From an optimization exercise on the open Yosys and OpenROAD flow, aimed at small area, a short achievable clock period and few clock cycles; shortcuts taken in it are not production practice.
The RTL was checked by simulation tests, not by an equivalence proof against the original design.
Power and IR drop assume default switching activity.

**flow/constraint.sdc**
```tcl
create_clock -name core_clock -period 10.0 [get_ports {clk}]
set_input_delay 2.0000 -clock core_clock [delete_from_list [all_inputs] [get_ports {clk}]]
set_output_delay 2.0000 -clock core_clock [all_outputs]
set_load 0.01 [all_outputs]
```
**flow/standard.sh**
```bash
#!/bin/bash
# synth_recipe.tcl (not shown) runs the flow's synth.tcl, then flattens the netlist and writes it again
# the make line also repeats each setting of config.mk as NAME=value (left out here)
make -C /OpenROAD-flow-scripts/flow DESIGN_CONFIG=/design/flow/config.mk WORK_HOME=/design/flow/orfs CLKGATE_MAP_FILE= SYNTH_SCRIPT=/design/flow/synth_recipe.tcl "${@:-finish}"
```
**flow/design.v**
```verilog
module mbrtu_server (
    input  wire         clk,
    input  wire         rst,
    input  wire [7:0]   rx_data,
    input  wire         rx_valid,
    input  wire         rx_last,
    output wire         rx_ready,
    output reg  [7:0]   tx_data,
    output reg          tx_valid,
    output reg          tx_last,
    input  wire         tx_ready,
    input  wire [31:0]  di_in,
    input  wire [127:0] ir_in
);
    localparam BUF_CAP = 68;           
    function [15:0] crc_byte(input [15:0] c, input [7:0] d);
        integer k;
        reg [15:0] r;
        begin
            r = c ^ {8'h00, d};
            for (k = 0; k < 8; k = k + 1)
                r = r[0] ? ((r >> 1) ^ 16'hA001) : (r >> 1);
            crc_byte = r;
        end
    endfunction
    function [15:0] crc_unstep(input [15:0] c);
        integer k;
        reg [15:0] r;
        begin
            r = c;
            for (k = 0; k < 8; k = k + 1)
                r = {r[14:0] ^ (r[15] ? 15'h2001 : 15'h0000), r[15]};
            crc_unstep = r;
        end
    endfunction
    reg [7:0]  rb [0:BUF_CAP-1];
    reg [6:0]  wptr;       
    reg [15:0] pcrc;       
    reg [6:0]  blen;       
    reg [6:0]  rptr;       
    reg [6:0]  qidx;       
    reg [7:0]  rd_q;       
    reg        rx_rdy;
    reg        in_v, in_l;
    reg [7:0]  in_d;
    assign rx_ready = rx_rdy;
    reg [7:0]  h0, h1, h2, h3, h4, h5, h6;
    always @(*) begin
        h0 = rb[0];
        h1 = rb[1];
        h2 = rb[2];
        h3 = rb[3];
        h4 = rb[4];
        h5 = rb[5];
        h6 = rb[6];
    end
    localparam R_RECV = 3'd0;
    localparam R_CHK  = 3'd1;
    localparam R_SCAN = 3'd2;
    localparam R_MOVE = 3'd3;
    localparam R_HOLD = 3'd4;
    localparam R_DEC  = 3'd5;
    localparam R_MSET = 3'd6;
    reg [2:0]  rs;         
    reg        prime;      
    reg [15:0] tcrc;       
    reg        fnd;        
    reg [6:0]  fs;         
    reg [6:0]  mv_end;     
    reg        mv_hdr;     
    reg [6:0]  flen;       
    reg [6:0]  fbase;      
    reg        in_q;       
    reg        cm_done;    
    reg        q_v;
    reg [7:0]  q_unit, q_fc, q_aH, q_aL, q_cH, q_cL;
    reg        q_exc, q_rb, q_rr;
    reg [1:0]  cm_st;      
    reg        cm_wc;      
    reg [2:0]  cm_r;
    reg [6:0]  cm_cr;      
    reg [2:0]  cm_lane;
    reg [4:0]  cm_hp;
    reg [4:0]  cm_hc;
    reg        cm_half;
    reg [7:0]  whi;
    reg [63:0] coils;
    reg [15:0] hregs [0:31];
    reg [31:0] hvld;
    wire       mv_v  = (rs == R_MOVE) && !prime;
    wire       mv_l  = (qidx == mv_end);
    wire       ap_v  = in_v | mv_v;
    wire [7:0] ap_d  = in_v ? in_d : rd_q;
    wire [6:0] n_new = wptr + 7'd1;
    wire [15:0] h_cnt = {h4, h5};
    wire [16:0] nb17  = {1'b0, h_cnt} + 17'd7;
    wire [13:0] h_nb  = nb17[16:3];
    wire        cnz   = (h_cnt != 16'd0);
    wire f_rb = (h1 == 8'h01) || (h1 == 8'h02);
    wire f_rr = (h1 == 8'h03) || (h1 == 8'h04);
    wire f_wc = (h1 == 8'h0F);
    wire f_wr = (h1 == 8'h10);
    wire [15:0] c_over = h_cnt - 16'd64;
    wire        c_big  = (h_cnt > 16'd64);
    wire [5:0]  c_j0   = c_big ? c_over[8:3] : 6'd0;
    reg        pd_rb, pd_rr, pd_wc, pd_wr, pd_legal;
    reg [7:0]  pd_len;     
    reg [6:0]  pd_off;     
    reg [6:0]  pd_cr0;
    reg [2:0]  pd_lane;
    always @(posedge clk) begin
        pd_rb    <= f_rb && cnz && (h_cnt <= 16'd2000);
        pd_rr    <= f_rr && cnz && (h_cnt <= 16'd125);
        pd_wc    <= f_wc && cnz && (h_cnt <= 16'd1968) && ({6'd0, h6} == h_nb);
        pd_wr    <= f_wr && cnz && (h_cnt <= 16'd123) && (h6 == {h_cnt[6:0], 1'b0});
        pd_legal <= f_rb | f_rr | f_wc | f_wr;
        pd_len   <= f_wc ? (h_nb[7:0] + 8'd9) :
                    f_wr ? ({h_cnt[6:0], 1'b0} + 8'd9) : 8'd8;
        pd_off   <= f_wc ? (7'd7 + {1'b0, c_j0}) : 7'd7;
        pd_cr0   <= c_big ? {4'b1000, c_over[2:0]} : h_cnt[6:0];
        pd_lane  <= h3[5:3] + c_j0[2:0];
    end
    wire fast = (rs == R_RECV) && in_v && in_l && (n_new >= 7'd5) &&
                (pcrc == {8'h00, in_d});
    wire [6:0] flen_e  = fast ? n_new : flen;
    wire [6:0] fbase_e = fast ? 7'd0 : fbase;
    wire lenok = (flen_e >= 7'd8) && ({1'b0, flen_e} == pd_len);
    wire legal = pd_legal;
    wire v_rb = pd_rb & lenok;
    wire v_rr = pd_rr & lenok;
    wire v_wc = pd_wc & lenok;
    wire v_wr = pd_wr & lenok;
    wire valid = v_rb | v_rr | v_wc | v_wr;
    wire [15:0] tcrc_n = crc_unstep(tcrc) ^ {8'h00, rd_q};
    wire        s_hit  = (tcrc_n == 16'hFFFF) && (qidx <= blen - 7'd5);
    localparam G_IDLE = 3'd0;
    localparam G_FC   = 3'd1;
    localparam G_B2   = 3'd2;
    localparam G_DATA = 3'd3;
    localparam G_CRCL = 3'd4;
    localparam G_CRCH = 3'd5;
    reg [2:0]  g;
    reg        s_valid;    
    reg        s_last;
    reg [7:0]  s_data;
    reg [15:0] crc;
    reg [7:0]  t_fc, t_aH, t_aL, t_cH, t_cL;
    reg        t_exc, t_rb, t_rr;
    reg [1:0]  ws;
    reg        half;
    reg [15:0] pf;         
    reg        pf_last;    
    reg [31:0] hoh;        
    wire        ld = !s_valid;
    wire        ho = ld && (g == G_IDLE) && q_v && !ho_block;
    wire        ho_block = (cm_st != 2'd0) &&
                           (cm_wc ? (q_rb && !q_fc[1]) : (q_rr && !q_fc[2]));
    wire [15:0] t_cnt = {t_cH, t_cL};
    wire [63:0] bsrc = t_fc[1] ? {di_in, di_in} : coils;
    wire [2:0]  bq  = t_aL[5:3];
    wire [2:0]  bq1 = bq + 3'd1;
    reg  [7:0]  lane0, lane1;
    always @(*) begin
        case (bq)
            3'd0: lane0 = bsrc[7:0];
            3'd1: lane0 = bsrc[15:8];
            3'd2: lane0 = bsrc[23:16];
            3'd3: lane0 = bsrc[31:24];
            3'd4: lane0 = bsrc[39:32];
            3'd5: lane0 = bsrc[47:40];
            3'd6: lane0 = bsrc[55:48];
            default: lane0 = bsrc[63:56];
        endcase
        case (bq1)
            3'd0: lane1 = bsrc[7:0];
            3'd1: lane1 = bsrc[15:8];
            3'd2: lane1 = bsrc[23:16];
            3'd3: lane1 = bsrc[31:24];
            3'd4: lane1 = bsrc[39:32];
            3'd5: lane1 = bsrc[47:40];
            3'd6: lane1 = bsrc[55:48];
            default: lane1 = bsrc[63:56];
        endcase
    end
    wire [15:0] bsh = {lane1, lane0} >> t_aL[2:0];
    wire [7:0]  bmask = (t_cnt[10:3] != 8'd0) ? 8'hFF : ~(8'hFF << t_cnt[2:0]);
    wire [7:0]  bbyte = bsh[7:0] & bmask;
    integer i;
    reg  [15:0] hr_rd, ir_rd;
    always @(*) begin
        hr_rd = 16'h0000;
        for (i = 0; i < 32; i = i + 1)
            if (hoh[i] && hvld[i])
                hr_rd = hr_rd | hregs[i];
        case (t_aL[2:0])
            3'd0: ir_rd = ir_in[15:0];
            3'd1: ir_rd = ir_in[31:16];
            3'd2: ir_rd = ir_in[47:32];
            3'd3: ir_rd = ir_in[63:48];
            3'd4: ir_rd = ir_in[79:64];
            3'd5: ir_rd = ir_in[95:80];
            3'd6: ir_rd = ir_in[111:96];
            default: ir_rd = ir_in[127:112];
        endcase
    end
    wire [15:0] rv = t_fc[2] ? ir_rd : hr_rd;
    wire [15:0] pf_next = t_rb ? {8'h00, bbyte} : rv;
    wire [7:0]  rbyte = half ? pf[7:0] : pf[15:8];
    wire [11:0] t_nb_s = {1'b0, t_cnt[10:0]} + 12'd7;
    reg  [7:0]  b2_byte;
    always @(*) begin
        if (t_rb)
            b2_byte = t_nb_s[10:3];
        else if (t_rr)
            b2_byte = {t_cL[6:0], 1'b0};
        else
            b2_byte = t_aH;
    end
    reg  [7:0]  dbyte;
    always @(*) begin
        if (t_rb)
            dbyte = pf[7:0];
        else if (t_rr)
            dbyte = rbyte;
        else
            case (ws)
                2'd0:    dbyte = t_aL;
                2'd1:    dbyte = t_cH;
                default: dbyte = t_cL;
            endcase
    end
    wire d_last = t_rb ? pf_last :
                  t_rr ? (half && t_cnt[6:0] == 7'd1) :
                         (ws == 2'd2);
    wire fr_ok = fast || (rs == R_HOLD);
    wire dec_wr = v_wc | v_wr;
    wire tx_reading = (g == G_FC) || (g == G_B2) || (g == G_DATA);
    wire q_earlier  = q_v;      
    wire in_q_e     = in_q && !fast;
    wire cf_coils = (tx_reading && t_rb && !t_fc[1]) || (q_earlier && q_rb && !q_fc[1]);
    wire cf_hr    = (tx_reading && t_rr && !t_fc[2]) || (q_earlier && q_rr && !q_fc[2]);
    wire cm_req   = fr_ok && dec_wr && !(cm_done && !fast);
    wire cm_go    = cm_req && (cm_st == 2'd0) && !(v_wc ? cf_coils : cf_hr);
    wire q_take   = fr_ok && !in_q_e && (!q_v || ho);
    wire fr_leave = fr_ok && (in_q_e || q_take) && (!cm_req || cm_go);
    wire [7:0]  c_mask = (cm_cr >= 7'd8) ? 8'hFF : ~(8'hFF << cm_cr[2:0]);
    wire [15:0] c_d16  = {8'h00, rd_q} << cm_r;
    wire [15:0] c_m16  = {8'h00, c_mask} << cm_r;
    wire [2:0]  cm_lane1 = cm_lane + 3'd1;
    wire        cm_run = (cm_st == 2'd2);
    wire        cm_fin = cm_run && (cm_wc ? (cm_cr <= 7'd8) : (cm_half && cm_hc == 5'd1));
    always @(posedge clk) begin
        if (rst) begin
            coils <= 64'h0;
        end else if (cm_run && cm_wc) begin
            for (i = 0; i < 64; i = i + 1) begin
                if (i / 8 == cm_lane && c_m16[i % 8])
                    coils[i] <= c_d16[i % 8];
                else if (i / 8 == cm_lane1 && c_m16[8 + i % 8])
                    coils[i] <= c_d16[8 + i % 8];
            end
        end
    end
    always @(posedge clk) begin
        if (rst)
            hvld <= 32'h0;
        else if (cm_run && !cm_wc && cm_half)
            hvld[cm_hp] <= 1'b1;
    end
    always @(posedge clk) begin
        if (cm_run && !cm_wc && cm_half)
            hregs[cm_hp] <= {whi, rd_q};
    end
    always @(posedge clk) begin
        if (ap_v)
            rb[wptr] <= ap_d;
    end
    always @(posedge clk)
        rd_q <= (rptr < BUF_CAP) ? rb[rptr] : 8'h00;
    always @(posedge clk) begin
        if (rst) begin
            rx_rdy  <= 1'b1;
            in_v    <= 1'b0;
            in_l    <= 1'b0;
            rs      <= R_RECV;
            wptr    <= 7'd0;
            pcrc    <= 16'hFFFF;
            cm_st   <= 2'd0;
            prime   <= 1'b0;
            q_v     <= 1'b0;
        end else begin
            in_v <= rx_valid & rx_rdy;
            in_l <= rx_last;
            in_d <= rx_data;
            if (rx_valid & rx_rdy & rx_last)
                rx_rdy <= 1'b0;
            qidx <= rptr;
            if (ap_v) begin
                wptr <= n_new;
                pcrc <= crc_byte(pcrc, ap_d);
            end
            if (in_v && in_l) begin
                if (n_new >= 7'd5) begin
                    rs      <= fast ? R_HOLD : R_CHK;
                    flen    <= n_new;
                    fbase   <= 7'd0;
                    in_q    <= 1'b0;
                    cm_done <= 1'b0;
                end else
                    rx_rdy <= 1'b1;
            end
            if (ho)
                q_v <= 1'b0;
            if (q_take) begin
                q_v    <= 1'b1;
                q_unit <= h0;
                q_fc   <= valid ? h1 : (h1 | 8'h80);
                q_aH   <= valid ? h2 : (legal ? 8'h03 : 8'h01);
                q_aL   <= h3;
                q_cH   <= h4;
                q_cL   <= h5;
                q_exc  <= ~valid;
                q_rb   <= v_rb;
                q_rr   <= v_rr;
            end
            case (cm_st)
            2'd0: if (cm_go) begin
                cm_st   <= 2'd1;
                rptr    <= fbase_e + pd_off;
                cm_wc   <= v_wc;
                cm_r    <= h3[2:0];
                cm_cr   <= pd_cr0;
                cm_lane <= pd_lane;
                cm_hp   <= h3[4:0];
                cm_hc   <= h5[4:0];
                cm_half <= 1'b0;
            end
            2'd1: begin
                cm_st <= 2'd2;
                rptr  <= rptr + 7'd1;
            end
            default: begin
                rptr    <= rptr + 7'd1;
                cm_cr   <= cm_cr - 7'd8;
                cm_lane <= cm_lane1;
                cm_half <= ~cm_half;
                if (!cm_half)
                    whi <= rd_q;
                else begin
                    cm_hp <= cm_hp + 5'd1;
                    cm_hc <= cm_hc - 5'd1;
                end
                if (cm_fin)
                    cm_st <= 2'd0;
            end
            endcase
            if (q_take)
                in_q <= 1'b1;
            if (cm_go)
                cm_done <= 1'b1;
            if (fr_leave) begin
                rs     <= R_RECV;
                wptr   <= 7'd0;
                pcrc   <= 16'hFFFF;
                rx_rdy <= 1'b1;
            end
            case (rs)
            R_CHK: begin
                if (cm_st == 2'd0) begin
                    begin
                        rs    <= R_SCAN;
                        blen  <= wptr;
                        rptr  <= wptr - 7'd1;
                        prime <= 1'b1;
                        tcrc  <= 16'h0000;
                        fnd   <= 1'b0;
                    end
                end
            end
            R_SCAN: begin
                rptr  <= rptr - 7'd1;
                prime <= 1'b0;
                if (!prime) begin
                    tcrc <= tcrc_n;
                    if (s_hit) begin
                        fnd <= 1'b1;
                        fs  <= qidx;
                    end
                    if (qidx == 7'd1)
                        rs <= R_MSET;
                end
            end
            R_MSET: begin
                rs    <= R_MOVE;
                prime <= 1'b1;
                wptr  <= 7'd0;
                pcrc  <= 16'hFFFF;
                if (fnd) begin
                    rptr   <= fs;
                    mv_end <= fs + 7'd6;
                    fbase  <= fs;
                    flen   <= blen - fs;
                    mv_hdr <= 1'b1;
                end else begin
                    rptr   <= blen - 7'd4;
                    mv_end <= blen - 7'd1;
                    mv_hdr <= 1'b0;
                end
            end
            R_DEC:
                rs <= R_HOLD;
            R_MOVE: begin
                rptr  <= rptr + 7'd1;
                prime <= 1'b0;
                if (mv_v && mv_l) begin
                    if (mv_hdr) begin
                        rs      <= R_DEC;
                        in_q    <= 1'b0;
                        cm_done <= 1'b0;
                    end else begin
                        rs     <= R_RECV;
                        rx_rdy <= 1'b1;
                    end
                end
            end
            default: ;
            endcase
        end
    end
    reg  [7:0]  gb;
    reg         gv, gl;
    always @(*) begin
        gv = ld;
        gl = 1'b0;
        case (g)
            G_IDLE:  begin gb = q_unit; gv = ho; end
            G_FC:    gb = t_fc;
            G_B2:    gb = b2_byte;
            G_DATA:  gb = dbyte;
            G_CRCL:  gb = crc[7:0];
            default: begin gb = crc[15:8]; gl = 1'b1; end
        endcase
    end
    wire [15:0] crc_nx = crc_byte((g == G_IDLE) ? 16'hFFFF : crc, gb);
    always @(posedge clk) begin
        if (rst) begin
            tx_valid <= 1'b0;
            tx_last  <= 1'b0;
            s_valid  <= 1'b0;
        end else if (!tx_valid || tx_ready) begin
            if (s_valid) begin
                tx_data  <= s_data;
                tx_last  <= s_last;
                tx_valid <= 1'b1;
                s_valid  <= 1'b0;
            end else begin
                tx_data  <= gb;
                tx_last  <= gl;
                tx_valid <= gv;
            end
        end else if (gv) begin
            s_data  <= gb;
            s_last  <= gl;
            s_valid <= 1'b1;
        end
    end
    always @(posedge clk) begin
        if (rst) begin
            g <= G_IDLE;
        end else if (ld) begin
            case (g)
            G_IDLE: begin
                if (ho) begin
                    crc   <= crc_nx;
                    g     <= G_FC;
                    t_fc  <= q_fc;
                    t_aH  <= q_aH;
                    t_aL  <= q_aL;
                    for (i = 0; i < 32; i = i + 1)
                        hoh[i] <= (q_aL[4:0] == i);
                    t_cH  <= q_cH;
                    t_cL  <= q_cL;
                    t_exc <= q_exc;
                    t_rb  <= q_rb;
                    t_rr  <= q_rr;
                end
            end
            G_FC: begin
                crc <= crc_nx;
                g   <= G_B2;
            end
            G_B2: begin
                crc     <= crc_nx;
                ws      <= 2'd0;
                half    <= 1'b0;
                pf      <= pf_next;
                pf_last <= (t_cnt[10:0] <= 11'd8);
                if (t_rb) begin
                    t_aL[5:3] <= bq1;
                    {t_cH, t_cL} <= t_cnt - 16'd8;
                end
                g       <= t_exc ? G_CRCL : G_DATA;
            end
            G_DATA: begin
                crc     <= crc_nx;
                ws      <= ws + 2'd1;
                half    <= ~half;
                pf      <= pf_next;
                pf_last <= (t_cnt[10:0] <= 11'd8);
                if (t_rb) begin
                    t_aL[5:3] <= bq1;
                    {t_cH, t_cL} <= t_cnt - 16'd8;
                end else if (t_rr && !half) begin
                    t_aL <= t_aL + 8'd1;
                    hoh  <= {hoh[30:0], hoh[31]};
                end else if (t_rr)
                    {t_cH, t_cL} <= t_cnt - 16'd1;
                if (d_last)
                    g <= G_CRCL;
            end
            G_CRCL:
                g <= G_CRCH;
            default:
                g <= G_IDLE;
            endcase
        end
    end
endmodule
```
**flow/flow/run.sh**
```bash
#!/bin/bash
# The standard layout (standard.sh: standard synthesis, floorplan, place,
# CTS, route, finish) with two changes to how it is made:
#  - the input and output ports are buffered with buf_4 instead of the
#    buffer buffer_ports picks by default (a slow delay cell);
#  - repair_timing aims for 6.5 ns of setup slack at the design's period,
#    so the layout is sized for the period it can reach.
# The clock, its period and the constraints are the design's (constraint.sdc).
set -euo pipefail
export BUFFER_PORTS_ARGS="-buffer_cell sky130_fd_sc_hd__buf_4"
export SETUP_SLACK_MARGIN=6.5
bash standard.sh > standard_run.log 2>&1
```
**flow/config.mk**
```make
export PLATFORM = sky130hd
export DESIGN_NAME = mbrtu_server
export DESIGN_NICKNAME = mbrtu_server
export VERILOG_FILES = /design/flow/design.v
export SDC_FILE = /design/flow/constraint.sdc
export NUM_CORES = 4
export LEC_CHECK = 0
export CAP_MARGIN = 20
export CORE_MARGIN = 2
export CORE_UTILIZATION = 40
export SLEW_MARGIN = 20
```
==> flow_metrics.tcl, run 1 <==
set metrics [dict create \
    die_h_um 415 \
    p_clk_frac 0.419 \
    dp_slack_ps 5570 \
    die_area_um2 172000 \
    setup_violations 0 \
    grt_pass1_vias 44000 \
    setup.worst_path.start_class "register" \
    worstPathArrival_ps 4380 \
    ctsHoldBuffers 0 \
    ctsRootBufferMaster "clkbuf_16" \
    drcViolationCount 0 \
    via_per_inst 6.05 \
    skew_ps 61.8 \
    swShare 0.239 \
    cp.required_ps 10550 \
    routed-wl-met3_mm 16.7 \
    insertion_delay_ps 830 \
    synthArstFlopShare 0 \
    drt_pass1_iterations 8 \
    core_area_um2 167000 \
    synthTopCellsByCount "1345 x edfxtp_1, 407 x nor2_1, 324 x nand2_1, 265 x clkbuf_1, 234 x o21ai_0" \
    nFillCells 14700 \
    synth_area_um2 67500 \
    grt_max_degree 83 \
    finalSetupTns_ps 0 \
    hp-class "reg2reg" \
    timing.slew.headroom 0.221 \
    synth_nets 5260 \
    clkSlewWorstSetupHoldPaths_ps 60 \
    grt_use_total 0.240 \
    holdCritStartpoint "q_fc[3]" \
    synth-seq-cells 1518 \
    layout.nets 5431 \
    synthFlopType "edfxtp_1" \
    synth_top_area_frac 0.598 \
    ys_seq_area_frac 0.650 \
    ir_drop_mv 0.176 \
    overflow 0 \
    gp_congestion 0.942 \
    die_w_um 415 \
    seqPwrFrac 0.501 \
    synth_edf_count 1345 \
    grt_setup_unrepaired "yes" \
    powerDensity_nw_per_um2 183 \
    hold_path_depth 0 \
    vias 45500 \
    boundaryPins 184 \
    yosys.cell_types.count 96 \
    synth_area_leaders "edfxtp_1 60%, dfxtp_1 5.1%, mux4_2 3.7%" \
    routed.top_layer "met4" \
    met1Wirelength_mm 85.6 \
    cap_violations 0 \
    syn_avg_cell_area_um2 13.5 \
    hold_end "t_fc[3]" \
    drt_iter0_drc 5721 \
    drive_above_1_share 0.185 \
    finalWorstSetupSlack_ps 6170 \
    finalWirelength_mm 212 \
    area_growth_pct 15.8 \
    synth.most_common_cell "edfxtp_1" \
    yosys.area.top_type "edfxtp_1" \
    internal-power_mw 10.9 \
    dp_hpwl_mm 135 \
    p_comb_frac 0.080 \
    path_class "reg2reg" \
    slew_violations 0 \
    p_leak_nw 25.5 \
    status "no timing/DRC/antenna violations" \
    cts_tree "built" \
    max_clock_freq_mhz 261 \
    cts_htree_levels 4 \
    start_util 0.403 \
    clockBufferDepth 3 \
    yosysWarnings 1 \
    end_kind "register" \
    finalCriticalPeriod_ps 3830 \
    wl_per_cell_um 28.2 \
    r2r_slack_ps 6170 \
    clock_sinks 1518 \
    met2WireLength_mm 100 \
    reg2reg_to "rptr[6]" \
    numCtsBuffers 161 \
    path_max_fanout 5 \
    hold_viol 0 \
    num_rows 150 \
    r2r_start "in_d[3]" \
    port-buffer-count 183 \
    syn_inst 5009 \
    fin_crit_sh 0.383 \
    tightest_slew_ps 1160 \
    power_switching_mw 3.41 \
    reg2reg_depth 16 \
    grt_pass1_wl_mm 306 \
    antenna_found_initial 4 \
    ant_nets 0 \
]
==> sequential cells by signal (all words and copies together) (netlist names), 16 cells and up, named ones only <==
name and cells:
tcrc 16, coils 64, pcrc 16, hoh 32, pf 16, hregs 512
hvld 32, crc 16, rb 544
==> stage by stage <==
stage / cells / utilization / power [mW] / hold slack (ps) / area (um^2)
final: 7519 / 0.467 / 14.3 / 395 / 78100
after CTS: 7477 / 0.463 / 14.3 / 391 / 77500
after global routing: 7516 / 0.467 / 14.7 / 407 / 78100
after detailed placement: 7165 / 0.427 / 8.37 / 405 / 71500
after floorplan: 5009 / - / 7.90 / 363 / 67700
after global placement: 7165 / 0.427 / 8.36 / 400 / 71500
==> kinds of logic (layout without fill, tap and decap cells) <==
logic type / count (synthesis) / in the layout / share of synthesized area
flops: 1518 / 1518 / 0.650
simple gates: 1234 / 1234 / 0.0853
compound gates: 1187 / 1187 / 0.124
buf+inv: 434 / 736 / 0.0250
mux: 338 / 338 / 0.0719
xor+xnor: 218 / 218 / 0.0289
fa+ha+maj: 80 / 80 / 0.0151
other cells: 0 / 4 / 0
==> placed cells by master, fill, tap and decap left out, types with 63 or more instances in the layout <==
master | netlist | routed
inv_1 | 92 | 84
a22oi_1 | 119 | 119
nor2_1 | 407 | 306
nor2_4 | 0 | 67
a21oi_1 | 214 | 207
a221oi_1 | 100 | 98
edfxtp_1 | 1345 | 1345
mux4_2 | 111 | 111
o21ai_0 | 234 | 225
nand3_1 | 98 | 94
xor2_1 | 72 | 70
mux2_2 | 64 | 63
mux2i_1 | 163 | 163
xnor2_1 | 143 | 136
buf_4 | 2 | 329
ha_1 | 75 | 70
nand2_1 | 324 | 323
a22o_1 | 92 | 92
dfxtp_1 | 173 | 157
nor3_1 | 93 | 88
clkbuf_16 | 0 | 163
and2_1 | 71 | 67
==> power by group through the flow <==
stage | combinational, mW | sequential, mW | clock (mW)
after floorplan | 0.650 | 7.25 | 0
after global placement | 1.07 | 7.30 | 0
after detailed placement | 1.07 | 7.30 | 0
after CTS | 1.10 | 7.16 | 6.06
after global routing | 1.22 | 7.17 | 6.31
final | 1.14 | 7.16 | 5.99
==> worst max-delay path, stage by stage, from the launching register on <==
cell and delay [ps]:
edfxtp_1 430, xnor2_2 210, nand4_1 210, nor4_4 470
o21ai_4 160, and2_4 170, ha_2 180, fa_2 340
a21o_1 170, a21oi_2 180, o21bai_1 80, a21oi_1 170
xnor2_1 160, xnor2_1 90, nor4_1 290, o31a_1 180
o21ai_1 70
==> layer usage <==
| metal | up-vias | GRT usage |
|---|---|---|
| li1 | 19800 | - |
| met4 | 0 | 0.106 |
| met5 | - | 0 |
| met3 | 447 | 0.0409 |
| met2 | 2259 | 0.388 |
| met1 | 23000 | 0.318 |
==> worst max path at each step <==
| stage | start | to | slack (ps) | depth (start not counted) |
|---|---|---|---|---|
| floorplan | di_in[9] | pf[7] | 6290 | 8 |
| global placement | in_v | rptr[6] | 5600 | 16 |
| detailed placement | in_v | rptr[6] | 5570 | 16 |
| CTS | rs[0] | rb[51][7] | 6110 | 6 |
| global route | in_d[3] | rptr[6] | 6060 | 16 |
| finish | in_d[3] | rptr[6] | 6170 | 16 |
==> cell type report <==
cell class	count	area (um^2)	area share
inverters	97	388	0.00496
clock inverters	80	983	0.0126
well taps	2204	2760	0.0353
diodes	4	10.0	0.000128
flip-flops and latches	1518	43900	0.562
clock buffers	214	4360	0.0558
multi-input cells	3057	23100	0.295
repair buffers	345	2680	0.0343
==> timing repair <==
item | in CTS | in global routing
resized for setup | 138 | 74
endpoints found under the hold margin | 0 | 0
pin swaps | 4 | 20
endpoints found under the setup margin | 667 | 439
buffers inserted | 18 | 37
Testbench counts, summed over its fixed seeds: cycles 79,329.
==> run 2: changes to the inputs <==
--- a/flow/design.v
+++ b/flow/design.v
@@ -38,11 +38,12 @@
     reg [15:0] pcrc;       
     reg [6:0]  blen;       
     reg [6:0]  rptr;       
-    reg [6:0]  qidx;       
+    wire [6:0] qidx = rptr + 7'd1;    
     reg [7:0]  rd_q;       
     reg        rx_rdy;
-    reg        in_v, in_l;
-    reg [7:0]  in_d;
+    wire       in_v = rx_valid & rx_rdy;
+    wire       in_l = rx_last;
+    wire [7:0] in_d = rx_data;
     assign rx_ready = rx_rdy;
     reg [7:0]  h0, h1, h2, h3, h4, h5, h6;
     always @(*) begin
@@ -63,10 +64,8 @@
     localparam R_MSET = 3'd6;
     reg [2:0]  rs;         
     reg        prime;      
-    reg [15:0] tcrc;       
     reg        fnd;        
-    reg [6:0]  fs;         
-    reg [6:0]  mv_end;     
+    reg [2:0]  mv_left;    
     reg        mv_hdr;     
     reg [6:0]  flen;       
     reg [6:0]  fbase;      
@@ -83,14 +82,14 @@
     reg [4:0]  cm_hp;
     reg [4:0]  cm_hc;
     reg        cm_half;
-    reg [7:0]  whi;
     reg [63:0] coils;
     reg [15:0] hregs [0:31];
     reg [31:0] hvld;
-    wire       mv_v  = (rs == R_MOVE) && !prime;
-    wire       mv_l  = (qidx == mv_end);
+    reg        mvq;        
+    wire       mv_v  = mvq;
+    wire       mv_l  = (mv_left == 3'd1);
     wire       ap_v  = in_v | mv_v;
-    wire [7:0] ap_d  = in_v ? in_d : rd_q;
+    wire [7:0] ap_d  = mvq ? rd_q : in_d;
     wire [6:0] n_new = wptr + 7'd1;
     wire [15:0] h_cnt = {h4, h5};
     wire [16:0] nb17  = {1'b0, h_cnt} + 17'd7;
@@ -120,18 +119,19 @@
         pd_cr0   <= c_big ? {4'b1000, c_over[2:0]} : h_cnt[6:0];
         pd_lane  <= h3[5:3] + c_j0[2:0];
     end
-    wire fast = (rs == R_RECV) && in_v && in_l && (n_new >= 7'd5) &&
-                (pcrc == {8'h00, in_d});
-    wire [6:0] flen_e  = fast ? n_new : flen;
-    wire [6:0] fbase_e = fast ? 7'd0 : fbase;
-    wire lenok = (flen_e >= 7'd8) && ({1'b0, flen_e} == pd_len);
+    wire found = (rs == R_RECV) && in_v && in_l && (n_new >= 7'd5) &&
+                 (pcrc == {8'h00, in_d});
+    wire fast  = found && !pd_wc && !pd_wr;
+    wire lenok = fast ? ((n_new >= 7'd8) && ({1'b0, n_new} == pd_len)) :
+                        ((flen >= 7'd8) && ({1'b0, flen} == pd_len));
+    wire lenok_h = (flen >= 7'd8) && ({1'b0, flen} == pd_len);
     wire legal = pd_legal;
     wire v_rb = pd_rb & lenok;
     wire v_rr = pd_rr & lenok;
     wire v_wc = pd_wc & lenok;
     wire v_wr = pd_wr & lenok;
     wire valid = v_rb | v_rr | v_wc | v_wr;
-    wire [15:0] tcrc_n = crc_unstep(tcrc) ^ {8'h00, rd_q};
+    wire [15:0] tcrc_n = crc_unstep(pcrc) ^ {8'h00, rd_q};
     wire        s_hit  = (tcrc_n == 16'hFFFF) && (qidx <= blen - 7'd5);
     localparam G_IDLE = 3'd0;
     localparam G_FC   = 3'd1;
@@ -150,7 +150,13 @@
     reg        half;
     reg [15:0] pf;         
     reg        pf_last;    
-    reg [31:0] hoh;        
+    wire [31:0] hoh;       
+    genvar gi;
+    generate
+        for (gi = 0; gi < 32; gi = gi + 1) begin : g_hoh
+            assign hoh[gi] = (t_aL[4:0] == gi);
+        end
+    endgenerate
     wire        ld = !s_valid;
     wire        ho = ld && (g == G_IDLE) && q_v && !ho_block;
     wire        ho_block = (cm_st != 2'd0) &&
@@ -233,14 +239,15 @@
                   t_rr ? (half && t_cnt[6:0] == 7'd1) :
                          (ws == 2'd2);
     wire fr_ok = fast || (rs == R_HOLD);
-    wire dec_wr = v_wc | v_wr;
+    wire v_wc_h = pd_wc & lenok_h;
+    wire dec_wr = v_wc_h | (pd_wr & lenok_h);
     wire tx_reading = (g == G_FC) || (g == G_B2) || (g == G_DATA);
     wire q_earlier  = q_v;      
     wire in_q_e     = in_q && !fast;
     wire cf_coils = (tx_reading && t_rb && !t_fc[1]) || (q_earlier && q_rb && !q_fc[1]);
     wire cf_hr    = (tx_reading && t_rr && !t_fc[2]) || (q_earlier && q_rr && !q_fc[2]);
-    wire cm_req   = fr_ok && dec_wr && !(cm_done && !fast);
-    wire cm_go    = cm_req && (cm_st == 2'd0) && !(v_wc ? cf_coils : cf_hr);
+    wire cm_req   = (rs == R_HOLD) && dec_wr && !cm_done;
+    wire cm_go    = cm_req && (cm_st == 2'd0) && !(v_wc_h ? cf_coils : cf_hr);
     wire q_take   = fr_ok && !in_q_e && (!q_v || ho);
     wire fr_leave = fr_ok && (in_q_e || q_take) && (!cm_req || cm_go);
     wire [7:0]  c_mask = (cm_cr >= 7'd8) ? 8'hFF : ~(8'hFF << cm_cr[2:0]);
@@ -268,8 +275,12 @@
             hvld[cm_hp] <= 1'b1;
     end
     always @(posedge clk) begin
-        if (cm_run && !cm_wc && cm_half)
-            hregs[cm_hp] <= {whi, rd_q};
+        if (cm_run && !cm_wc) begin
+            if (cm_half)
+                hregs[cm_hp][7:0] <= rd_q;
+            else
+                hregs[cm_hp][15:8] <= rd_q;
+        end
     end
     always @(posedge clk) begin
         if (ap_v)
@@ -280,28 +291,23 @@
     always @(posedge clk) begin
         if (rst) begin
             rx_rdy  <= 1'b1;
-            in_v    <= 1'b0;
-            in_l    <= 1'b0;
             rs      <= R_RECV;
             wptr    <= 7'd0;
             pcrc    <= 16'hFFFF;
             cm_st   <= 2'd0;
             prime   <= 1'b0;
+            mvq     <= 1'b0;
             q_v     <= 1'b0;
         end else begin
-            in_v <= rx_valid & rx_rdy;
-            in_l <= rx_last;
-            in_d <= rx_data;
             if (rx_valid & rx_rdy & rx_last)
                 rx_rdy <= 1'b0;
-            qidx <= rptr;
             if (ap_v) begin
                 wptr <= n_new;
                 pcrc <= crc_byte(pcrc, ap_d);
             end
             if (in_v && in_l) begin
                 if (n_new >= 7'd5) begin
-                    rs      <= fast ? R_HOLD : R_CHK;
+                    rs      <= found ? R_HOLD : R_CHK;
                     flen    <= n_new;
                     fbase   <= 7'd0;
                     in_q    <= 1'b0;
@@ -326,8 +332,8 @@
             case (cm_st)
             2'd0: if (cm_go) begin
                 cm_st   <= 2'd1;
-                rptr    <= fbase_e + pd_off;
-                cm_wc   <= v_wc;
+                rptr    <= fbase + pd_off;
+                cm_wc   <= v_wc_h;
                 cm_r    <= h3[2:0];
                 cm_cr   <= pd_cr0;
                 cm_lane <= pd_lane;
@@ -344,9 +350,7 @@
                 cm_cr   <= cm_cr - 7'd8;
                 cm_lane <= cm_lane1;
                 cm_half <= ~cm_half;
-                if (!cm_half)
-                    whi <= rd_q;
-                else begin
+                if (cm_half) begin
                     cm_hp <= cm_hp + 5'd1;
                     cm_hc <= cm_hc - 5'd1;
                 end
@@ -372,7 +376,7 @@
                         blen  <= wptr;
                         rptr  <= wptr - 7'd1;
                         prime <= 1'b1;
-                        tcrc  <= 16'h0000;
+                        pcrc  <= 16'h0000;
                         fnd   <= 1'b0;
                     end
                 end
@@ -381,10 +385,10 @@
                 rptr  <= rptr - 7'd1;
                 prime <= 1'b0;
                 if (!prime) begin
-                    tcrc <= tcrc_n;
+                    pcrc <= tcrc_n;
                     if (s_hit) begin
                         fnd <= 1'b1;
-                        fs  <= qidx;
+                        fbase <= qidx;    
                     end
                     if (qidx == 7'd1)
                         rs <= R_MSET;
@@ -396,14 +400,13 @@
                 wptr  <= 7'd0;
                 pcrc  <= 16'hFFFF;
                 if (fnd) begin
-                    rptr   <= fs;
-                    mv_end <= fs + 7'd6;
-                    fbase  <= fs;
-                    flen   <= blen - fs;
+                    rptr    <= fbase;
+                    mv_left <= 3'd7;
+                    flen    <= blen - fbase;
                     mv_hdr <= 1'b1;
                 end else begin
-                    rptr   <= blen - 7'd4;
-                    mv_end <= blen - 7'd1;
+                    rptr    <= blen - 7'd4;
+                    mv_left <= 3'd4;
                     mv_hdr <= 1'b0;
                 end
             end
@@ -412,6 +415,9 @@
             R_MOVE: begin
                 rptr  <= rptr + 7'd1;
                 prime <= 1'b0;
+                mvq   <= !(mvq && mv_l);
+                if (mvq)
+                    mv_left <= mv_left - 3'd1;
                 if (mv_v && mv_l) begin
                     if (mv_hdr) begin
                         rs      <= R_DEC;
@@ -476,8 +482,6 @@
                     t_fc  <= q_fc;
                     t_aH  <= q_aH;
                     t_aL  <= q_aL;
-                    for (i = 0; i < 32; i = i + 1)
-                        hoh[i] <= (q_aL[4:0] == i);
                     t_cH  <= q_cH;
                     t_cL  <= q_cL;
                     t_exc <= q_exc;
@@ -512,7 +516,6 @@
                     {t_cH, t_cL} <= t_cnt - 16'd8;
                 end else if (t_rr && !half) begin
                     t_aL <= t_aL + 8'd1;
-                    hoh  <= {hoh[30:0], hoh[31]};
                 end else if (t_rr)
                     {t_cH, t_cL} <= t_cnt - 16'd1;
                 if (d_last)
--- a/flow/config.mk
+++ b/flow/config.mk
@@ -7,5 +7,7 @@
 export LEC_CHECK = 0
 export CAP_MARGIN = 20
 export CORE_MARGIN = 2
-export CORE_UTILIZATION = 40
+export CORE_UTILIZATION = 60
+export CTS_CLUSTER_DIAMETER = 100
+export CTS_CLUSTER_SIZE = 20
 export SLEW_MARGIN = 20
==> run 2 against run 1 <==
Effect of this change:
- flip-flop and latch count fell by 83
- sequential power fell by 6.1%
- first-iteration DRC count rose by 5.6%
- core utilization rose by 20 points
- routed wire length fell by 5.9%
- global-route usage rose by 12 points
- via count fell by 4.6%
- critical endpoint is now rb[46][2]
- largest cell class unchanged
- highest routed layer is now met5
==> flow_metrics.tcl, run 2 <==
set metrics [dict create \
    skew_ps 48.9 \
    synth_edf_count 1263 \
    cts_tree "built" \
    synth.most_common_cell "edfxtp_1" \
    cap_violations 0 \
    finalSetupTns_ps 0 \
    crit_buf_inv 2 \
    area_growth_pct 10.6 \
    synth_top_area_frac 0.587 \
    drt_iter0_drc 6044 \
    tightest_slew_ps 1240 \
    p_comb_frac 0.116 \
    layout.nets 5055 \
    num_rows 120 \
    gp_congestion 0.934 \
    timing.slew.headroom 0.172 \
    final_cell_mix "1263 x edfxtp_1, 321 x nor2_1, 316 x buf_4, 264 x nand2_1, 217 x a21oi_1" \
    powerDensity_nw_per_um2 162 \
    final_common_cell "edfxtp_1" \
    cp.required_ps 10340 \
    ctsRootBufferMaster "clkbuf_16" \
    synth_nets 4947 \
    synthArstFlopShare 0 \
    ir_drop_mv 0.204 \
    die_w_um 332 \
    grt_pass1_wl_mm 286 \
    grtUsageMet1 0.505 \
    finalCriticalPeriod_ps 3660 \
    die_area_um2 110000 \
    hold_viol 0 \
    worstPathArrival_ps 4000 \
    overflow 0 \
    slew_violations 0 \
    largest_reg_flops 544 \
    via_per_inst 6.96 \
    seqPwrFrac 0.580 \
    path_max_fanout 14 \
    post-route-util 0.669 \
    ctsHoldBuffers 0 \
    internal-power_mw 8.73 \
    boundaryPins 184 \
    finalInstanceArea_um2 71500 \
    vias 43400 \
    clock_sinks 1435 \
    yosys.cell_types.count 94 \
    grt_pass1_vias 41100 \
    yosysWarnings 1 \
    hp-class "reg2reg" \
    yosys.area.top_type "edfxtp_1" \
    wl_per_cell_um 32.0 \
    synthTopCellsByCount "1263 x edfxtp_1, 398 x nor2_1, 268 x nand2_1, 263 x clkbuf_1, 225 x a21oi_1" \
    drive_above_1_share 0.194 \
    grt_max_degree 132 \
    max_clock_freq_mhz 273 \
    regArea_um2 41400 \
    path_class "in2reg" \
    ys_seq_area_frac 0.640 \
    swShare 0.247 \
    p_clk_frac 0.304 \
    top_regs "rb x544, hregs x512, coils x64" \
    critPathMaxStageDelay_ps 720 \
    setup.worst_path.start_class "input pin" \
    antenna_found_initial 4 \
    synth-seq-cells 1435 \
    setup_violations 0 \
    p_leak_nw 23.5 \
    die_h_um 332 \
    numCtsBuffers 82 \
    drt_pass1_iterations 8 \
    insertion_delay_ps 730 \
    grt_busiest_layer "met2" \
    finalWirelength_mm 200 \
    ant_nets 0 \
    grt_use_total 0.355 \
    synthFlopType "edfxtp_1" \
    cts_htree_levels 3 \
    grt_use_met2 0.554 \
    syn_avg_cell_area_um2 13.8 \
    use_met3 0.0616 \
    end_kind "register" \
    multi_input_area_um2 22800 \
    critical_path.cell_chain "buf_4, a21oi_1, buf_4, nor2_1, nand3_1, nor2_2" \
    clkSlewWorstSetupHoldPaths_ps 90 \
    fin_crit_sh 0.366 \
    regMostFlops "rb" \
    syn_inst 4692 \
    power_switching_mw 2.86 \
    core_area_um2 107000 \
    drcViolationCount 0 \
    critical-path-top-delay-family "simple AND/OR/NAND/NOR gates" \
    synth_area_leaders "edfxtp_1 59%, mux4_2 6.2%, dfxtp_1 5.3%" \
    port-buffer-count 183 \
    status "no timing/DRC/antenna violations" \
    cp_common_cell "buf_4" \
    cp_slowest_cell "nand3_1" \
    dp_hpwl_mm 128 \
    clockBufferDepth 3 \
    nFillCells 7708 \
    place_area_um2 67700 \
    grt_setup_unrepaired "yes" \
    synth_area_um2 64700 \
    start_util 0.605 \
]
==> run 2: cell types whose count changed in the layout (fill, tap and decap cells not counted), sizes merged, moves of 56 or more <==
cell / previous run / this run
o21ai: 245 / 169
mux2i: 163 / 86
nand2: 324 / 268
clkbuf: 214 / 116
mux4: 111 / 177
edfxtp: 1345 / 1263
==> run 2: final cells by class <==
cell class / count / share of cell area
inverters: 103 / 0.00557
multi-input cells: 2837 / 0.319
repair buffers: 341 / 0.0391
well taps: 1403 / 0.0246
clock buffers: 114 / 0.0305
flip-flops and latches: 1435 / 0.579
clock inverters: 9 / 0.00247
diodes: 1 / 0.0000350
==> run 2: cell families after synthesis <==
| kind of cell | synth area share |
|---|---|
| AO/OA/AOI/OAI | 0.116 |
| flip-flops | 0.640 |
| multiplexers | 0.0898 |
| AND/OR/NAND/NOR | 0.0834 |
| adder cells (fa/ha/maj) | 0.0164 |
| buffers and inverters | 0.0254 |
| XOR/XNOR | 0.0290 |
==> run 2: through the flow <==
| step | power, mW | hold WS, ps | instances | worst slack (ps) |
|---|---|---|---|---|
| detailed placement | 8.10 | 405 | 6054 | 5240 |
| floorplan | 7.66 | 363 | 4692 | 5760 |
| global placement | 8.10 | 402 | 6053 | 5380 |
| finish | 11.6 | 392 | 6243 | 6340 |
| global route | 11.9 | 405 | 6243 | 6300 |
| CTS | 11.6 | 399 | 6214 | 6320 |
==> run 2: path summary, 6_finish.rpt <==
check	startpoint	end	slack (ps)	cells after the start
hold reg to reg	q_exc	t_exc	390	0
setup reg to reg	t_aL[0]	pf[13]	6490	10
setup / recovery	rx_valid	rb[46][2]	6340	6
hold / removal	q_exc	t_exc	390	0
==> run 2: per-layer routing <==
layer	vias up	part of all wire	wire length [um]
met5	-	0.00014	27
li1	18500	-	-
met4	4	0.042	8400
met1	21700	0.39	77700
met3	443	0.11	21100
met2	2757	0.46	92300
==> run 2: power groups by stage <==
| stage | registers, mW | logic [mW] | clock network, mW |
|---|---|---|---|
| 3_3_place_gp | 6.86 | 1.24 | 0 |
| 6_report | 6.72 | 1.34 | 3.52 |
| 2_1_floorplan | 6.86 | 0.807 | 0 |
| 5_1_grt | 6.73 | 1.42 | 3.74 |
| 4_1_cts | 6.72 | 1.29 | 3.54 |
| 3_5_place_dp | 6.86 | 1.24 | 0 |
==> run 2: timing repair <==
action | in CTS | in global routing
setup buffers | 31 | 23
gates resized for setup | 110 | 109
setup endpoints to repair | 488 | 487
gates cloned | 6 | 3
pin swaps | 8 | 24
Testbench counts of run 2, summed over its fixed seeds: cycles 78,894.
==> run 3: changes to the inputs <==
--- a/flow/config.mk
+++ b/flow/config.mk
@@ -8,6 +8,4 @@
 export CAP_MARGIN = 20
 export CORE_MARGIN = 2
 export CORE_UTILIZATION = 60
-export CTS_CLUSTER_DIAMETER = 100
-export CTS_CLUSTER_SIZE = 20
 export SLEW_MARGIN = 20
==> run 3 against run 2 <==
Effect of this change:
- cell area is 3.3% higher
- setup slack worse by 13 ps
- still clean
- critical path depth stayed put
- fmax is 0.35% lower
- register-to-register slack better by 20 ps
- highest routed layer unchanged
- largest cell class unchanged
==> flow_metrics.tcl, run 3 <==
set metrics [dict create \
    ant_nets 0 \
    diodes 0 \
    clkSlewWorstSetupHoldPaths_ps 60 \
    final_cell_mix "1263 x edfxtp_1, 339 x nor2_1, 321 x buf_4, 266 x nand2_1, 218 x a21oi_1" \
    hp-class "reg2reg" \
    path_class "in2reg" \
    end_kind "register" \
    die_h_um 332 \
    skew_ps 35.6 \
    grt_use_total 0.359 \
    drt_pass1_iterations 8 \
    tightest_slew_ps 1190 \
    status "no timing/DRC/antenna violations" \
    antenna_found_initial 1 \
    powerDensity_nw_per_um2 183 \
    nFillCells 7471 \
    synth_nets 4947 \
    timing.slew.headroom 0.205 \
    insertion_delay_ps 780 \
    syn_avg_cell_area_um2 13.8 \
    largest_reg_flops 544 \
    p_leak_nw 24.8 \
    numCtsBuffers 148 \
    drcViolationCount 0 \
    ys_seq_area_frac 0.640 \
    synthFlopType "edfxtp_1" \
    synth_edf_count 1263 \
    yosys.cell_types.count 94 \
    clockBufferDepth 3 \
    layout.nets 5122 \
    num_rows 120 \
    synthArstFlopShare 0 \
    cp.required_ps 10400 \
    setup_violations 0 \
    finalCriticalPeriod_ps 3670 \
    worstPathArrival_ps 4070 \
    r2r_slack_ps 6510 \
    synthTopCellsByCount "1263 x edfxtp_1, 398 x nor2_1, 268 x nand2_1, 263 x clkbuf_1, 225 x a21oi_1" \
    slew_violations 0 \
    fin_crit_sh 0.367 \
    core_area_um2 107000 \
    dp_hpwl_mm 128 \
    setup.worst_path.start_class "input pin" \
    critical-path-top-delay-family "simple AND/OR/NAND/NOR gates" \
    critPathMaxStageDelay_ps 770 \
    post-route-util 0.691 \
    port-buffer-count 183 \
    finalSetupTns_ps 0 \
    yosys.area.top_type "edfxtp_1" \
    synth_area_leaders "edfxtp_1 59%, mux4_2 6.2%, dfxtp_1 5.3%" \
    instances_no_fill 6385 \
    drive_above_1_share 0.208 \
    cp_slowest_cell "nand3_1" \
    synth-seq-cells 1435 \
    syn_inst 4692 \
    crit_buf_inv 2 \
    cp_common_cell "buf_4" \
    vias 43800 \
    cap_violations 0 \
    top_regs "rb x544, hregs x512, coils x64" \
    via_per_inst 6.86 \
    drt_iter0_drc 6392 \
    overflow 0 \
    boundaryPins 184 \
    regMostFlops "rb" \
    cts_tree "built" \
    synth_area_um2 64700 \
    grt_max_degree 132 \
    synth_top_area_frac 0.587 \
    hold_viol 0 \
    die_w_um 332 \
    dp.cells 6054 \
    cts_htree_levels 4 \
    gp_congestion 0.934 \
    max_clock_freq_mhz 272 \
    grt_setup_unrepaired "yes" \
    grt_pass1_vias 41900 \
    finalWirelength_mm 201 \
    ctsRootBufferMaster "clkbuf_16" \
    area_growth_pct 14.2 \
    start_util 0.605 \
    path_max_fanout 14 \
    yosysWarnings 1 \
    ir_drop_mv 0.180 \
    critical_path.cell_chain "buf_4, a21oi_1, buf_4, nor2_1, nand3_1, nor2_2" \
    synth.most_common_cell "edfxtp_1" \
    power_mw 13.5 \
    final_common_cell "edfxtp_1" \
    clock_sinks 1435 \
    die_area_um2 110000 \
    wl_per_cell_um 31.4 \
    grt_pass1_wl_mm 289 \
]
## run 3: routing by layer
metal	up-vias	GRT usage	routed length (um)
li1	18700	-	-
met1	21800	0.500	78000
met2	2830	0.563	93100
met3	487	0.0700	21000
met4	2	0.142	8610
met5	-	0	13
## run 3: final cells by class
| cell class | count | area [um^2] | share of cell area |
|---|---|---|---|
| sequential | 1435 | 41400 | 0.561 |
| timing repair buffer | 344 | 2810 | 0.0380 |
| clock inverter | 83 | 833 | 0.0113 |
| multi-input combinational | 2835 | 22700 | 0.308 |
| clock buffer | 182 | 3930 | 0.0532 |
| inverter | 103 | 398 | 0.00539 |
| tap | 1403 | 1760 | 0.0238 |
## run 3: stage by stage
stage / worst slack [ps] / hold slack, ps / cell area (um^2)
after global placement: 5380 / 402 / 67600
after global routing: 6270 / 418 / 73800
after floorplan: 5760 / 363 / 65000
after detailed placement: 5240 / 405 / 67700
final: 6330 / 402 / 73800
after CTS: 6380 / 406 / 73200
## run 3: repair_timing
item / in CTS / in global routing
setup endpoints to repair: 371 / 484
resized for setup: 94 / 100
pin swaps: 8 / 23
cloned: 5 / 2
hold buffers: 0 / 0
setup buffers: 32 / 27
## run 3: report_power, final
part	switching [mW]	internal, mW
Sequential	0.0965	6.64
Combinational	0.806	0.533
Clock	2.35	3.10
## run 3: worst paths after layout
kind | startpoint | endpoint | cells past startpoint
max | rx_valid | rb[60][3] | 6
min | q_exc | t_exc | 0
max reg2reg | t_aL[1] | pf[13] | 11
min reg2reg | q_exc | t_exc | 0
## run 3: kinds of logic after synthesis
family,synth area share
XOR/XNOR,0.0290
AND/OR/NAND/NOR,0.0834
flip-flops,0.640
adder cells (fa/ha/maj),0.0164
multiplexers,0.0898
AO/OA/AOI/OAI,0.116
buffers and inverters,0.0254
==> run 4: changes to the inputs <==
--- a/flow/design.v
+++ b/flow/design.v
@@ -283,7 +283,7 @@
         end
     end
     always @(posedge clk) begin
-        if (ap_v)
+        if (rx_rdy || mv_v)
             rb[wptr] <= ap_d;
     end
     always @(posedge clk)
--- a/flow/config.mk
+++ b/flow/config.mk
@@ -8,4 +8,6 @@
 export CAP_MARGIN = 20
 export CORE_MARGIN = 2
 export CORE_UTILIZATION = 60
+export CTS_CLUSTER_DIAMETER = 100
+export CTS_CLUSTER_SIZE = 20
 export SLEW_MARGIN = 20
==> run 4 against run 3 <==
Effect of this change:
- worst hold slack improved by 19 ps
- count of clock-buffer cells in the layout decreased by 65
- fmax about the same
- register-to-register slack got worse by 90 ps
==> flow_metrics.tcl, run 4 <==
set metrics [dict create \
    clkSlewWorstSetupHoldPaths_ps 100 \
    antenna_found_initial 4 \
    worstPathArrival_ps 4120 \
    ys_seq_area_frac 0.639 \
    layout.nets 5114 \
    final_common_cell "edfxtp_1" \
    synth-seq-cells 1435 \
    grt_pass1_vias 41200 \
    cap_violations 0 \
    grt_use_total 0.369 \
    synth_area_um2 64800 \
    fin_crit_sh 0.367 \
    ant_nets 0 \
    area_growth_pct 11.1 \
    path_max_fanout 5 \
    power_mw 11.5 \
    skew_ps 42.8 \
    boundaryPins 184 \
    end_kind "register" \
    routed.top_layer "met4" \
    ir_drop_mv 0.183 \
    setup.worst_path.start_class "input pin" \
    synthFlopType "edfxtp_1" \
    finalCriticalPeriod_ps 3670 \
    routed-wl-met3_mm 22.5 \
    max_clock_freq_mhz 272 \
    path_class "in2reg" \
    grt_setup_unrepaired "yes" \
    yosys.cell_types.count 92 \
    insertion_delay_ps 710 \
    slew_violations 0 \
    gp_congestion 1.01 \
    synthArstFlopShare 0 \
    synth_top_area_frac 0.586 \
    syn_avg_cell_area_um2 13.7 \
    hold_viol 0 \
    grt_pass1_wl_mm 295 \
    synth.most_common_cell "edfxtp_1" \
    powerDensity_nw_per_um2 159 \
    regMostFlops "rb" \
    syn_inst 4731 \
    tightest_slew_ps 1210 \
    yosysWarnings 1 \
    final_cell_mix "1263 x edfxtp_1, 378 x nor2_1, 312 x buf_4, 304 x nand2_1, 207 x a21oi_1" \
    die_area_um2 111000 \
    start_util 0.605 \
    clockBufferDepth 3 \
    vias 43600 \
    ctsRootBufferMaster "clkbuf_16" \
    met2WireLength_mm 94.6 \
    synth_nets 4986 \
    yosys.area.top_type "edfxtp_1" \
    met1Wirelength_mm 79.6 \
    drcViolationCount 0 \
    synth_area_leaders "edfxtp_1 59%, mux4_2 6.1%, dfxtp_1 5.3%" \
    cp.required_ps 10450 \
    wl_per_cell_um 32.7 \
    core_area_um2 107000 \
    hp-class "reg2reg" \
    dp_hpwl_mm 133 \
    port-buffer-count 183 \
    die_w_um 333 \
    drt_iter0_drc 6614 \
    synth_edf_count 1263 \
    drt_pass1_iterations 6 \
    synthTopCellsByCount "1263 x edfxtp_1, 408 x nor2_1, 305 x nand2_1, 271 x clkbuf_1, 218 x a21oi_1" \
    finalWirelength_mm 206 \
    p_leak_nw 24.1 \
    via_per_inst 6.91 \
    clock_sinks 1435 \
    cts_tree "built" \
    timing.slew.headroom 0.191 \
    status "no timing/DRC/antenna violations" \
    drive_above_1_share 0.188 \
    largest_reg_flops 544 \
    top_regs "rb x544, hregs x512, coils x64" \
    setup_violations 0 \
    finalSetupTns_ps 0 \
    overflow 0 \
    numCtsBuffers 83 \
    cts_htree_levels 3 \
    grt_max_degree 138 \
    die_h_um 333 \
    num_rows 120 \
]
-- run 4: cell count changes in the layout (fill, tap and decap cells not counted), sizes merged, moves of 17 or more --
cell / delta
nor3: +17
nand2: +37
mux2i: +29
nand3: +19
clkinv: -53
inv: -20
mux2: +29
clkbuf: -63
-- run 4: logic make-up after synthesis --
| logic type | Yosys count | synth area share |
|---|---|---|
| AOI/OAI and AO/OA | 1006 | 0.109 |
| xor gates and xnor gates | 204 | 0.0288 |
| adders and majority gates | 84 | 0.0165 |
| buffers and inverters | 410 | 0.0244 |
| DFF | 1435 | 0.639 |
| muxes | 393 | 0.0966 |
| and+or+nand+nor | 1199 | 0.0862 |
-- run 4: path summary, 6_finish.rpt --
path              slack [ps]       start  cells past startpoint      end
hold reg to reg          420     q_aH[0]                      0  t_aH[0]
hold / removal           420     q_aH[0]                      0  t_aH[0]
setup reg to reg        6420     t_aL[1]                     10   pf[14]
setup / recovery        6330  rx_data[0]                     10  q_aH[1]
-- run 4: per-stage QoR --
stage,cell area (um^2),utilization,setup slack (ps),std cells,hold slack [ps]
finish,72000,0.672,6330,6310,421
global route,72000,0.672,6270,6308,425
CTS,71300,0.666,6400,6277,409
detailed placement,67800,0.633,5370,6097,405
global placement,67800,0.633,5380,6095,403
floorplan,65100,-,5850,4731,363
-- run 4: worst max-delay path, stage by stage --
cell	delay (ps)
buf_12	110
xnor2_4	130
nand4_1	160
nor3_4	260
o311ai_4	210
buf_4	210
nor3_4	150
mux2_4	340
a22o_4	260
mux2_4	290
-- run 4: where the power goes --
group	switching (mW)	leakage, nW	internal [mW]	total, mW
Sequential	0.0910	12.9	6.63	6.72
Clock	1.98	1.17	1.62	3.60
Combinational	0.673	10.0	0.471	1.14
Total	2.74	24.1	8.72	11.5
-- run 4: metal layers --
metal	track usage	up-vias
li1	-	18500
met1	0.530	21800
met2	0.572	2832
met3	0.0603	425
met4	0.143	0
met5	0	-
-- run 4: layout make-up --
| type | count | area, um^2 |
|---|---|---|
| Sequential cell | 1435 | 41400 |
| Antenna cell | 3 | 7.51 |
| Tap cell | 1403 | 1760 |
| Clock buffer | 117 | 2240 |
| Clock inverter | 13 | 229 |
| Timing Repair Buffer | 351 | 3030 |
| Fill cell | 7689 | 35100 |
| Multi-Input combinational cell | 2899 | 23000 |
| Inverter | 89 | 340 |
-- run 4: repair_timing --
action | CTS | global route
pin swaps | 17 | 17
setup endpoints to repair | 145 | 211
hold buffers | 0 | 0
setup buffers | 33 | 22
gates resized for setup | 90 | 86
gates cloned | 17 | 6
Testbench counts of run 4, summed over its fixed seeds: cycles 78,894.
==> run 5: changes to the inputs <==
==> flow/flow/run.sh (replaced) <==
#!/bin/bash
# The standard layout (standard.sh: standard synthesis, floorplan, place,
# CTS, route, finish) with two changes to how it is made:
#  - the input and output ports are buffered with buf_4 instead of the
#    buffer buffer_ports picks by default (a slow delay cell);
#  - repair_timing aims for 6.8 ns of setup slack at the design's period,
#    so the layout is sized for the period it can reach.
# The clock, its period and the constraints are the design's (constraint.sdc).
set -euo pipefail
export BUFFER_PORTS_ARGS="-buffer_cell sky130_fd_sc_hd__buf_4"
export SETUP_SLACK_MARGIN=6.8
bash standard.sh > standard_run.log 2>&1
==> run 5 against run 4 <==
Effect of this change:
- synthesized cell count unchanged
- final cell count up 0.94%
- core utilization up 1.2 points
- critical endpoint unchanged
- setup slack better by 45 ps
- via count up 0.56%
- critical path type unchanged
- clock power down 2%
- total power down 0.42%
- combinational power about the same
- count of clock-buffer cells in the layout up 1
- clock skew down 3.1 ps
- die area unchanged
==> flow_metrics.tcl, run 5 <==
set metrics [dict create \
    status "no timing/DRC/antenna violations" \
    clkSlewWorstSetupHoldPaths_ps 80 \
    syn_inst 4731 \
    synth_nets 4986 \
    reg2reg_depth 8 \
    dp_hpwl_mm 128 \
    boundaryPins 184 \
    finalSetupTns_ps 0 \
    overflow 0 \
    max_clock_freq_mhz 275 \
    grt_pass1_vias 41300 \
    numCtsBuffers 82 \
    grt_use_total 0.357 \
    synth_top_family_by_area "compound AO/OA/AOI/OAI gates" \
    powerDensity_nw_per_um2 156 \
    drt_iter0_drc 6419 \
    synth_top_area_frac 0.586 \
    area_growth_pct 13.1 \
    ir_drop_mv 0.162 \
    cp.depth 9 \
    ant_nets 0 \
    diodes 0 \
    final_common_cell "edfxtp_1" \
    via_per_inst 6.88 \
    ys_seq_area_frac 0.639 \
    worstPathArrival_ps 4070 \
    setup.worst_path.start_class "input pin" \
    die_w_um 333 \
    slew_violations 0 \
    synth_area_leaders "edfxtp_1 59%, mux4_2 6.1%, dfxtp_1 5.3%" \
    path_class "in2reg" \
    final_cell_mix "1263 x edfxtp_1, 354 x nor2_1, 347 x buf_4, 299 x nand2_1, 205 x a21oi_1" \
    synth_area_um2 64800 \
    start_util 0.605 \
    clock_sinks 1435 \
    port-buffer-count 183 \
    ctsHoldBuffers 0 \
    drt_pass1_iterations 8 \
    synth.most_common_cell "edfxtp_1" \
    finalWirelength_mm 202 \
    p_leak_nw 24.6 \
    ctsRootBufferMaster "clkbuf_16" \
    hold_viol 0 \
    vias 43800 \
    synthFlopType "edfxtp_1" \
    synth_mux_area_frac 0.0966 \
    largest_reg_flops 544 \
    syn_avg_cell_area_um2 13.7 \
    yosys.area_share.simple 0.0862 \
    core_area_um2 107000 \
    cts_htree_levels 3 \
    hold_path_depth 0 \
    antenna_found_initial 3 \
    grt_max_degree 136 \
    gp_congestion 0.936 \
    timing.slew.headroom 0.181 \
    synthAdderAreaFrac 0.0165 \
    cp.required_ps 10440 \
    setup_violations 0 \
    num_rows 120 \
    wl_per_cell_um 31.8 \
    die_area_um2 111000 \
    yosys.area.top_type "edfxtp_1" \
    synthArstFlopShare 0 \
    regMostFlops "rb" \
    drcViolationCount 0 \
    clockBufferDepth 3 \
    crit_buf_inv 1 \
    grt_pass1_wl_mm 287 \
    finalCriticalPeriod_ps 3630 \
    critPathMaxStageDelay_ps 350 \
    skew_ps 39.7 \
    insertion_delay_ps 700 \
    yosys.cell_types.count 92 \
    die_h_um 333 \
    layout.nets 5179 \
    grt_setup_unrepaired "yes" \
    path_max_fanout 4 \
    synth_xor_area_frac 0.0288 \
    nFillCells 7566 \
    finalWorstSetupSlack_ps 6370 \
    dp_slack_ps 5340 \
    tightest_slew_ps 1220 \
    synthTopCellsByCount "1263 x edfxtp_1, 408 x nor2_1, 305 x nand2_1, 271 x clkbuf_1, 218 x a21oi_1" \
    fin_crit_sh 0.363 \
    end_kind "register" \
    cp_slowest_cell "mux2_4" \
    top_regs "rb x544, hregs x512, coils x64" \
    cap_violations 0 \
    hp-class "reg2reg" \
    critical-path-top-delay-family "simple AND/OR/NAND/NOR gates" \
    synth_compound_area_frac 0.109 \
    synth_edf_count 1263 \
    critical_path.cell_chain "buf_6, xnor2_2, nand3_2, nor3_4, o311ai_4, nor3_4, mux2_4, a22o_4, mux2_4" \
    synth-seq-cells 1435 \
    cts_tree "built" \
    yosysWarnings 1 \
    drive_above_1_share 0.216 \
]
run 5: cell counts after synthesis:
Identical to the previous run, type by type.
run 5: metrics by stage:
step	power, mW	area (um^2)	utilization	hold WS [ps]	instances
floorplan	7.54	65200	-	363	4731
global placement	7.89	67800	0.633	403	6089
detailed placement	7.90	67800	0.634	405	6090
CTS	11.4	72000	0.673	422	6308
global route	11.7	73200	0.684	433	6369
finish	11.4	73200	0.684	425	6369
run 5: cell families (layout without fill, tap and decap cells):
group           count (synthesis)  count (layout)
simple gates                 1199            1202
buf+inv                       410             628
xor+xnor                      204             204
mux                           393             404
compound gates               1006            1009
fa+ha+maj                      84              84
flops                        1435            1435
run 5: metal layers:
layer | GRT usage | routed length, um | vias up
met4 | 0.141 | 9150 | 4
li1 | - | - | 18700
met1 | 0.510 | 78200 | 21900
met2 | 0.557 | 94100 | 2714
met3 | 0.0575 | 21100 | 470
met5 | 0 | 29 | -
run 5: worst register-to-register path: stages, from the launching register on:
cell and delay, ps:
dfxtp_1 870, nand2_1 250, nor2_1 230, xor2_2 470
o311ai_4 200, nor3_4 200, mux2_4 350, a22o_4 270
mux2_4 300
run 5: worst paths after layout:
path | startpoint | end | slack [ps]
max | rx_data[6] | q_aH[1] | 6370
min | q_exc | t_exc | 420
max reg2reg | wptr[3] | q_aH[1] | 6620
min reg2reg | q_exc | t_exc | 420
run 5: layout make-up:
class | instances | area, um^2 | area share
repair buffers | 412 | 3700 | 0.0505
clock buffers | 118 | 2240 | 0.0306
inverters | 89 | 352 | 0.00480
multi-input cells | 2903 | 23600 | 0.323
clock inverters | 8 | 145 | 0.00198
well taps | 1403 | 1760 | 0.0240
flip-flops and latches | 1435 | 41400 | 0.565
repair inverters | 1 | 7.51 | 0.000103
run 5: power breakdown:
| part | total, mW | switching (mW) | leakage (nW) | internal, mW |
|---|---|---|---|---|
| combinational | 1.16 | 0.664 | 10.5 | 0.501 |
| clock | 3.52 | 1.94 | 1.14 | 1.58 |
| sequential | 6.73 | 0.0980 | 12.9 | 6.63 |
| total | 11.4 | 2.70 | 24.6 | 8.71 |
run 5: timing repair:
action / in CTS / in global routing
endpoints found under the hold margin: 0 / 0
gates resized for setup: 192 / 135
pin swaps: 45 / 59
setup endpoints to repair: 268 / 394
buffers inserted: 72 / 51
gates cloned: 20 / 10

## static timing again, ports no longer ideal
The results above use ideal ports. As a check the final layouts listed here were re-extracted and re-timed, cells and wires unchanged.
Step 1 (the two cells are an assumption about what drives the block):
set clk [get_ports {clk}]
set_driving_cell -lib_cell sky130_fd_sc_hd__clkbuf_16 $clk
set_driving_cell -lib_cell sky130_fd_sc_hd__buf_2 [delete_from_list [all_inputs] $clk]
Step 2 moves the port delays by t, midway between the first and last clock arrival at a register: inputs arrive t later, outputs are due t later. That takes back most of the time a late clock gives input paths.
a / b / c = no drivers / after step 1 / after step 2; a / b = the first two.
run | shift t [ns] | setup WS [ns] | worst setup path after step 2 | pins driven straight from the clock port
run 1 | 0.879 | 6.170 / 6.170 / 5.760 | input to register | 1
run 2 | 0.774 | 6.341 / 6.389 / 5.615 | input to register | 1
run 3 | 0.835 | 6.328 / 6.379 / 5.543 | input to register | 1
run 4 | 0.767 | 6.325 / 6.356 / 5.589 | input to register | 1
run 5 | 0.756 | 6.370 / 6.394 / 5.638 | input to register | 1
After both steps every run listed still meets setup and hold. For run 3, which loses most, drivers alone change the setup slack by +0.051 ns; drivers and shift together by -0.785 ns.
